Background: an optimization exercise with open tools, aiming at small area, a short achievable clock period and few clock cycles per item. Do not read the settings as production practice.
In this exercise RTL edits were held to simulation tests only and were not proved equivalent to the original.
Power is estimated from default activity; no workload was simulated.

`flow/run.sh`:
```
#!/bin/bash
# synth_recipe.tcl (not shown) runs the flow's synth.tcl, then flattens the netlist and writes it again
# the make line also repeats each setting of config.mk as NAME=value (left out here)
make -C /OpenROAD-flow-scripts/flow DESIGN_CONFIG=/design/flow/config.mk WORK_HOME=/design/flow/orfs CLKGATE_MAP_FILE= SYNTH_SCRIPT=/design/flow/synth_recipe.tcl finish
```
`flow/config.mk`:
```
export PLATFORM = sky130hd
export DESIGN_NAME = melfe_frame_cond
export DESIGN_NICKNAME = melfe_frame_cond
export VERILOG_FILES = /design/flow/design.v
export SDC_FILE = /design/flow/constraint.sdc
export NUM_CORES = 4
export LEC_CHECK = 0
export CAP_MARGIN = 20
export CORE_MARGIN = 2
export CORE_UTILIZATION = 40
export SLEW_MARGIN = 20
```
`flow/constraint.sdc`:
```
create_clock -name core_clock -period 25.0 [get_ports {clk}]
set_input_delay 5.0000 -clock core_clock [delete_from_list [all_inputs] [get_ports {clk}]]
set_output_delay 5.0000 -clock core_clock [all_outputs]
set_load 0.01 [all_outputs]
```
`flow/design.v`:
```
module fp_round_pack #(
    parameter W = 106
) (
    input  wire               s,
    input  wire signed [15:0] e,
    input  wire [W-1:0]       m,
    output reg  [63:0]        res
);
    integer i;
    reg [15:0]        lz;
    reg [W-1:0]       mn;
    reg signed [15:0] e2;
    reg [15:0]        sh;
    reg [W-1:0]       shifted;
    reg [W-1:0]       mask;
    reg [52:0]        mant53;
    reg               g, st;
    reg signed [15:0] eo;
    reg [53:0]        mr;
    reg [52:0]        mant;
    always @(*) begin
        mn = m;
        lz = 16'd0;
        for (i = 64; i >= 1; i = i / 2) begin
            if (i < W && (mn >> (W - i)) == {W{1'b0}}) begin
                mn = mn << i;
                lz = lz + i[15:0];
            end
        end
        e2 = e - $signed(lz);
        if (e2 >= 16'sd1) begin
            mant53 = mn[W-1:W-53];
            g      = mn[W-54];
            st     = |mn[W-55:0];
            eo     = e2;
        end else begin
            sh      = 16'd1 - e2;
            shifted = mn >> sh;
            mask    = ~({W{1'b1}} << sh);
            mant53  = shifted[W-1:W-53];
            g       = shifted[W-54];
            st      = (|shifted[W-55:0]) | (|(mn & mask));
            eo      = 16'sd1;
        end
        mr = {1'b0, mant53} + {53'd0, (g & (st | mant53[0]))};
        if (mr[53]) begin
            mant = mr[53:1];
            eo   = eo + 16'sd1;
        end else begin
            mant = mr[52:0];
        end
        if (m == {W{1'b0}})
            res = {s, 63'd0};
        else if (!mant[52])
            res = {s, 11'd0, mant[51:0]};
        else if (eo >= 16'sd2047)
            res = {s, 11'h7FF, 52'd0};
        else
            res = {s, eo[10:0], mant[51:0]};
    end
endmodule
module fp_sub (
    input  wire [63:0] x,
    input  wire [63:0] y,
    output reg  [63:0] r
);
    wire        sx = x[63];
    wire        sy = ~y[63];           
    wire [10:0] ex = x[62:52];
    wire [10:0] ey = y[62:52];
    wire [51:0] fx = x[51:0];
    wire [51:0] fy = y[51:0];
    wire x_nan = (ex == 11'h7FF) && (fx != 52'd0);
    wire y_nan = (ey == 11'h7FF) && (fy != 52'd0);
    wire x_inf = (ex == 11'h7FF) && (fx == 52'd0);
    wire y_inf = (ey == 11'h7FF) && (fy == 52'd0);
    wire [10:0] exe = (ex == 11'd0) ? 11'd1 : ex;
    wire [10:0] eye = (ey == 11'd0) ? 11'd1 : ey;
    wire [52:0] mx  = {(ex != 11'd0), fx};
    wire [52:0] my  = {(ey != 11'd0), fy};
    wire x_big = x[62:0] >= y[62:0];
    wire        sb  = x_big ? sx  : sy;
    wire [10:0] eb  = x_big ? exe : eye;
    wire [10:0] es  = x_big ? eye : exe;
    wire [52:0] mb  = x_big ? mx  : my;
    wire [52:0] ms  = x_big ? my  : mx;
    wire [10:0] d   = eb - es;
    wire [55:0] mb56 = {mb, 3'b000};
    wire [55:0] ms56 = {ms, 3'b000};
    wire [55:0] ms_sh   = ms56 >> d;
    wire [55:0] ms_mask = ~({56{1'b1}} << d);
    wire        ms_st   = |(ms56 & ms_mask);
    wire [55:0] ms_al   = {ms_sh[55:1], ms_sh[0] | ms_st};
    wire [56:0] sum = (sx == sy) ? ({1'b0, mb56} + {1'b0, ms_al})
                                 : ({1'b0, mb56} - {1'b0, ms_al});
    wire        rs = (sum == 57'd0) ? (sx & sy) : sb;
    wire [63:0] rnd_res;
    fp_round_pack #(.W(57)) u_pack (
        .s   (rs),
        .e   ($signed({5'd0, eb}) + 16'sd1),
        .m   (sum),
        .res (rnd_res)
    );
    always @(*) begin
        if (x_nan || y_nan || (x_inf && y_inf && (sx != sy)))
            r = 64'h7FF8000000000000;
        else if (x_inf)
            r = {sx, 11'h7FF, 52'd0};
        else if (y_inf)
            r = {sy, 11'h7FF, 52'd0};
        else
            r = rnd_res;
    end
endmodule
module melfe_frame_cond (
    input  wire        clk,
    input  wire        rst,
    input  wire        in_valid,
    output wire        in_ready,
    input  wire        in_first,
    input  wire        in_last,
    input  wire [1:0]  in_ctx,
    input  wire [63:0] in_raw,
    input  wire [63:0] in_win,
    input  wire [63:0] in_alpha,
    output wire        out_valid,
    input  wire        out_ready,
    output wire [63:0] out_cond,
    output wire [63:0] out_wnd
);
    localparam S_IDLE = 3'd0;
    localparam S_M1   = 3'd1;    
    localparam S_R1   = 3'd2;    
    localparam S_ADD  = 3'd3;    
    localparam S_M2   = 3'd4;    
    localparam S_R2   = 3'd5;    
    localparam S_OUT  = 3'd6;
    reg [2:0]  state;
    reg [63:0] prior [0:3];
    reg [63:0] prev;
    reg [63:0] raw_q, win_q;
    reg [63:0] op_a, op_b;
    reg [63:0] prod_q, cond_q, wnd_q;
    reg [105:0] acc;
    reg [5:0]   cnt;
    assign in_ready  = (state == S_IDLE);
    assign out_valid = (state == S_OUT);
    assign out_cond  = cond_q;
    assign out_wnd   = wnd_q;
    wire [10:0] ea = op_a[62:52];
    wire [10:0] eb = op_b[62:52];
    wire [52:0] ma = {(ea != 11'd0), op_a[51:0]};
    wire [52:0] mb = {(eb != 11'd0), op_b[51:0]};
    wire a_nan  = (ea == 11'h7FF) && (op_a[51:0] != 52'd0);
    wire b_nan  = (eb == 11'h7FF) && (op_b[51:0] != 52'd0);
    wire a_inf  = (ea == 11'h7FF) && (op_a[51:0] == 52'd0);
    wire b_inf  = (eb == 11'h7FF) && (op_b[51:0] == 52'd0);
    wire a_zero = (op_a[62:0] == 63'd0);
    wire b_zero = (op_b[62:0] == 63'd0);
    wire ps     = op_a[63] ^ op_b[63];
    wire [10:0] eae = (ea == 11'd0) ? 11'd1 : ea;
    wire [10:0] ebe = (eb == 11'd0) ? 11'd1 : eb;
    wire signed [15:0] pe = $signed({5'd0, eae}) + $signed({5'd0, ebe}) - 16'sd1022;
    wire [53:0] step_sum = {1'b0, acc[105:53]} + (acc[0] ? {1'b0, ma} : 54'd0);
    wire [63:0] prod_packed;
    fp_round_pack #(.W(106)) u_mul_pack (
        .s   (ps),
        .e   (pe),
        .m   (acc),
        .res (prod_packed)
    );
    reg [63:0] mul_res;
    always @(*) begin
        if (a_nan || b_nan || (a_inf && b_zero) || (b_inf && a_zero))
            mul_res = 64'h7FF8000000000000;
        else if (a_inf || b_inf)
            mul_res = {ps, 11'h7FF, 52'd0};
        else if (a_zero || b_zero)
            mul_res = {ps, 63'd0};
        else
            mul_res = prod_packed;
    end
    wire [63:0] sub_res;
    fp_sub u_sub (
        .x (raw_q),
        .y (prod_q),
        .r (sub_res)
    );
    wire [63:0] p_sel = in_first ? prior[in_ctx] : prev;
    integer k;
    always @(posedge clk) begin
        if (rst) begin
            state <= S_IDLE;
            prev  <= 64'd0;
            for (k = 0; k < 4; k = k + 1)
                prior[k] <= 64'd0;
        end else begin
            case (state)
                S_IDLE: begin
                    if (in_valid) begin
                        raw_q <= in_raw;
                        win_q <= in_win;
                        op_a  <= in_alpha;
                        op_b  <= p_sel;
                        prev  <= in_raw;
                        if (in_last)
                            prior[in_ctx] <= in_raw;
                        acc   <= {53'd0, (p_sel[62:52] != 11'd0), p_sel[51:0]};
                        cnt   <= 6'd0;
                        state <= S_M1;
                    end
                end
                S_M1, S_M2: begin
                    acc <= {step_sum, acc[52:1]};
                    cnt <= cnt + 6'd1;
                    if (cnt == 6'd52)
                        state <= (state == S_M1) ? S_R1 : S_R2;
                end
                S_R1: begin
                    prod_q <= mul_res;
                    state  <= S_ADD;
                end
                S_ADD: begin
                    cond_q <= sub_res;
                    op_a   <= sub_res;
                    op_b   <= win_q;
                    acc    <= {53'd0, (win_q[62:52] != 11'd0), win_q[51:0]};
                    cnt    <= 6'd0;
                    state  <= S_M2;
                end
                S_R2: begin
                    wnd_q <= mul_res;
                    state <= S_OUT;
                end
                S_OUT: begin
                    if (out_ready)
                        state <= S_IDLE;
                end
                default: state <= S_IDLE;
            endcase
        end
    end
endmodule
```
==> results.txt <==
==> placed cells by master (no fill, tap or decap), types with 105 or more instances in the layout <==
master,count
nor4_1,145
clkdlybuf4s50_1,324
a211oi_1,105
mux2i_1,551
a21oi_1,833
and3_1,156
o21ai_0,638
xnor2_1,166
edfxtp_1,816
and2_1,323
ha_1,273
nand3_1,271
buf_4,509
nand2_1,1200
inv_1,302
a31oi_1,115
mux2_2,117
mux4_2,188
o211ai_1,131
nand4_1,125
nor3_1,358
nor2_1,942
==> state kept, by name (all words and copies together), names as in the netlist <==
| name | flops |
|---|---|
| win_q | 64 |
| state | 3 |
| wnd_q | 64 |
| cnt | 6 |
| prev | 64 |
| op_a | 64 |
| op_b | 64 |
| prior | 256 |
| prod_q | 64 |
| raw_q | 64 |
| cond_q | 64 |
| acc | 106 |
==> timing repair <==
action                     CTS  global route
gates resized for setup      0             6
setup endpoints to repair    0           126
hold endpoints to repair     0             0
==> per-layer routing <==
layer,global-route usage,routed length (um),vias to the layer above
met5,0,107,-
met4,0.295,41700,12
met3,0.0976,56300,1535
met2,0.661,218000,7036
li1,-,-,39900
met1,0.559,192000,47000
==> area by class of cell <==
class	count	area (sq um)	area share
multi-input cells	8475	57300	0.582
flip-flops and latches	883	25800	0.263
repair buffers	849	7360	0.0748
well taps	2854	3570	0.0363
clock buffers	116	2420	0.0246
inverters	322	1210	0.0123
clock inverters	55	603	0.00613
diodes	32	80.1	0.000814
==> per-stage QoR <==
stage,area (sq um),std cells,total power [mW],util,hold slack [ns]
3_3_place_gp,95200,13400,9.65,0.440,0.440
3_5_place_dp,95200,13400,9.56,0.440,0.446
2_1_floorplan,86900,10400,6.19,-,0.436
5_1_grt,98400,13600,11.6,0.454,0.466
4_1_cts,98300,13600,11.0,0.454,0.454
6_report,98400,13600,11.4,0.454,0.453
==> report_power, final <==
part | total, mW | switching [mW] | internal (mW)
clock | 1.42 | 0.657 | 0.761
sequential | 1.95 | 0.141 | 1.81
combinational | 8.04 | 5.69 | 2.35
total | 11.4 | 6.49 | 4.92
==> path summary, 6_finish.rpt <==
kind / startpoint / end / slack [ns] / depth (start not counted)
min reg2reg: prev[5]$_SDFFE_PP0P_ / prev[5]$_SDFFE_PP0P_ / 0.45 / 2
min: prev[5]$_SDFFE_PP0P_ / prev[5]$_SDFFE_PP0P_ / 0.45 / 2
max: prod_q[48]$_DFFE_PP_ / op_a[14]$_DFFE_PP_ / 1.08 / 92
max reg2reg: prod_q[48]$_DFFE_PP_ / op_a[14]$_DFFE_PP_ / 1.08 / 92
==> worst min-delay path, delay by kind of cell, from the launching register on <==
| kind | cells | cell delay [ns] |
|---|---|---|
| compound gates | 1 | 0.05 |
| flops | 1 | 0.31 |
| simple gates | 1 | 0.05 |
==> cell families after synthesis <==
logic type / Yosys count / synth area share
compound gates: 3101 / 0.236
xor+xnor: 261 / 0.0265
fa+ha+maj: 283 / 0.0412
buf+inv: 1077 / 0.0503
flops: 883 / 0.297
mux: 875 / 0.130
simple gates: 3955 / 0.219
==> results.yml <==
hold_path:
  hold_class: "flip-flop to flip-flop"
logic_synthesis:
  async_reset_ff_frac: 0
  synth_area_sq_um: 86900
  ys_warn_count: 4
  synth_area_leaders: "edfxtp_1, mux2i_1, nand2_1"
  synth_top_area_share: 0.282
  synth_enable_flop_cells: 816
  ys_seq_area_frac: 0.297
  synth_ff_type: "edfxtp_1"
  ys_ff_latch: 883
  synth_commonest_cells: "nand2_1, nor2_1, a21oi_1"
  synth_fp_nets: 10900
  avgSynthCellArea_sq_um: 8.33
  yosys.cell_types.count: 134
  synthCells: 10400
  yosysTopAreaCell: "edfxtp_1"
  yosysMostFrequentCell: "nand2_1"
floorplanning:
  die_area_sq_um: 221000
  initial_utilization: 0.401
  io_pins: 330
  die_h_um: 470
  row_count: 171
  core_sq_um: 217000
  die_x_um: 470
global_routing:
  grt_pass1_wl_um: 696000
  globalRouteOverflowTotal: 0
  grt_use_total: 0.438
  antenna_found_initial: 67
  grt_pass1_vias: 87400
  grt_max_degree: 210
placement:
  pre_cts_ws_ns: 1.19
  gp_congestion: 1.08
  hpwl_um: 398000
  port_buffers: 329
timing:
  finClkSkew_ns: 0.0470
  finalHoldViolCount: 0
  setup_ws_ns: 1.08
  finalMaxSlewViolations: 0
  tightest_slew_ns: 1.36
  rsz0062_at_grt: "no"
  slew_headroom: 0.0860
  tns_ns: 0
  max_freq_mhz: 41.8
  fin_crit_ns: 23.92
  finalCritPeriodShare: 0.957
  setup_viol: 0
routing:
  drt_iter0_markers: 15400
  drt_pass1_iterations: 10
  post_drt_wl_per_cell_um: 37.4
  vias: 95400
  drt-total-wl_um: 508000
  via_per_inst: 7.02
  antenna_left: 0
  drc: 0
setup_path:
  crit_slowest_cell: "edfxtp_1"
  crit_buf_inv: 17
  path_class: "flip-flop to flip-flop"
  cp-start-kind: "flip-flop"
  cp.arrival_ns: 24.36
  critPathMaxFanout: 29
  cp_common_cell: "buf_4"
  cp.required_ns: 25.44
  slowest_delay_ns: 0.63
  cp-end-kind: "flip-flop"
  critPathTopFamily: "compound AO/OA/AOI/OAI gates"
clock_network:
  clk_pin_slew_ns: 0.07
  cts_tree: "done"
  cts_max_level: 3
  clockBufferDepth: 3
  cts_root_buf: "clkbuf_16"
  cts_setup_buffers: 0
  cts_buffers: 91
  cts_hold_buffers: 0
  insertion_delay_ns: 0.77
  clkSinkCount: 883
run:
  maxCapViolCount: 0
power_and_ir_drop:
  ir_drop_mv: 0.145
  power.density_nw_per_um2: 116
  leakage_nw: 36.6
final_layout:
  drive_above_1_share: 0.117
  layout.nets: 11100
  fillers: 21400
  area_growth_pct: 13.2
status:
  status: "finished clean"
Testbench counts, summed over its fixed seeds: cycles 227,328, items 2,048.

[port drivers added, routing unchanged]
The flow's constraints put no driver on any port. The routed layout listed below was extracted and timed again, unchanged, in two steps. Step 1 (the two cells are an assumption about what drives the block):
set clk [get_ports {clk}]
set_driving_cell -lib_cell sky130_fd_sc_hd__clkbuf_16 $clk
set_driving_cell -lib_cell sky130_fd_sc_hd__buf_2 [delete_from_list [all_inputs] $clk]
Step 2 times the ports against the registers' clock, not the clock port: input delays grow and output delays shrink by t, the midpoint of the rising clock arrivals with the driver on. Three values: no drivers, after step 1, after step 2; two values: the first two.
t, ns: 0.821
setup WS [ns]: 1.080 / 1.080 / 1.080
worst setup path at the end: register to register
clock arrival spread, ns: 0.047 / 0.047
worst register clock-pin slew, ns: 0.07 / 0.07
After both steps this run still meets setup and hold. For this run, drivers alone change the setup slack by 0.000 ns; drivers and shift together by 0.000 ns.
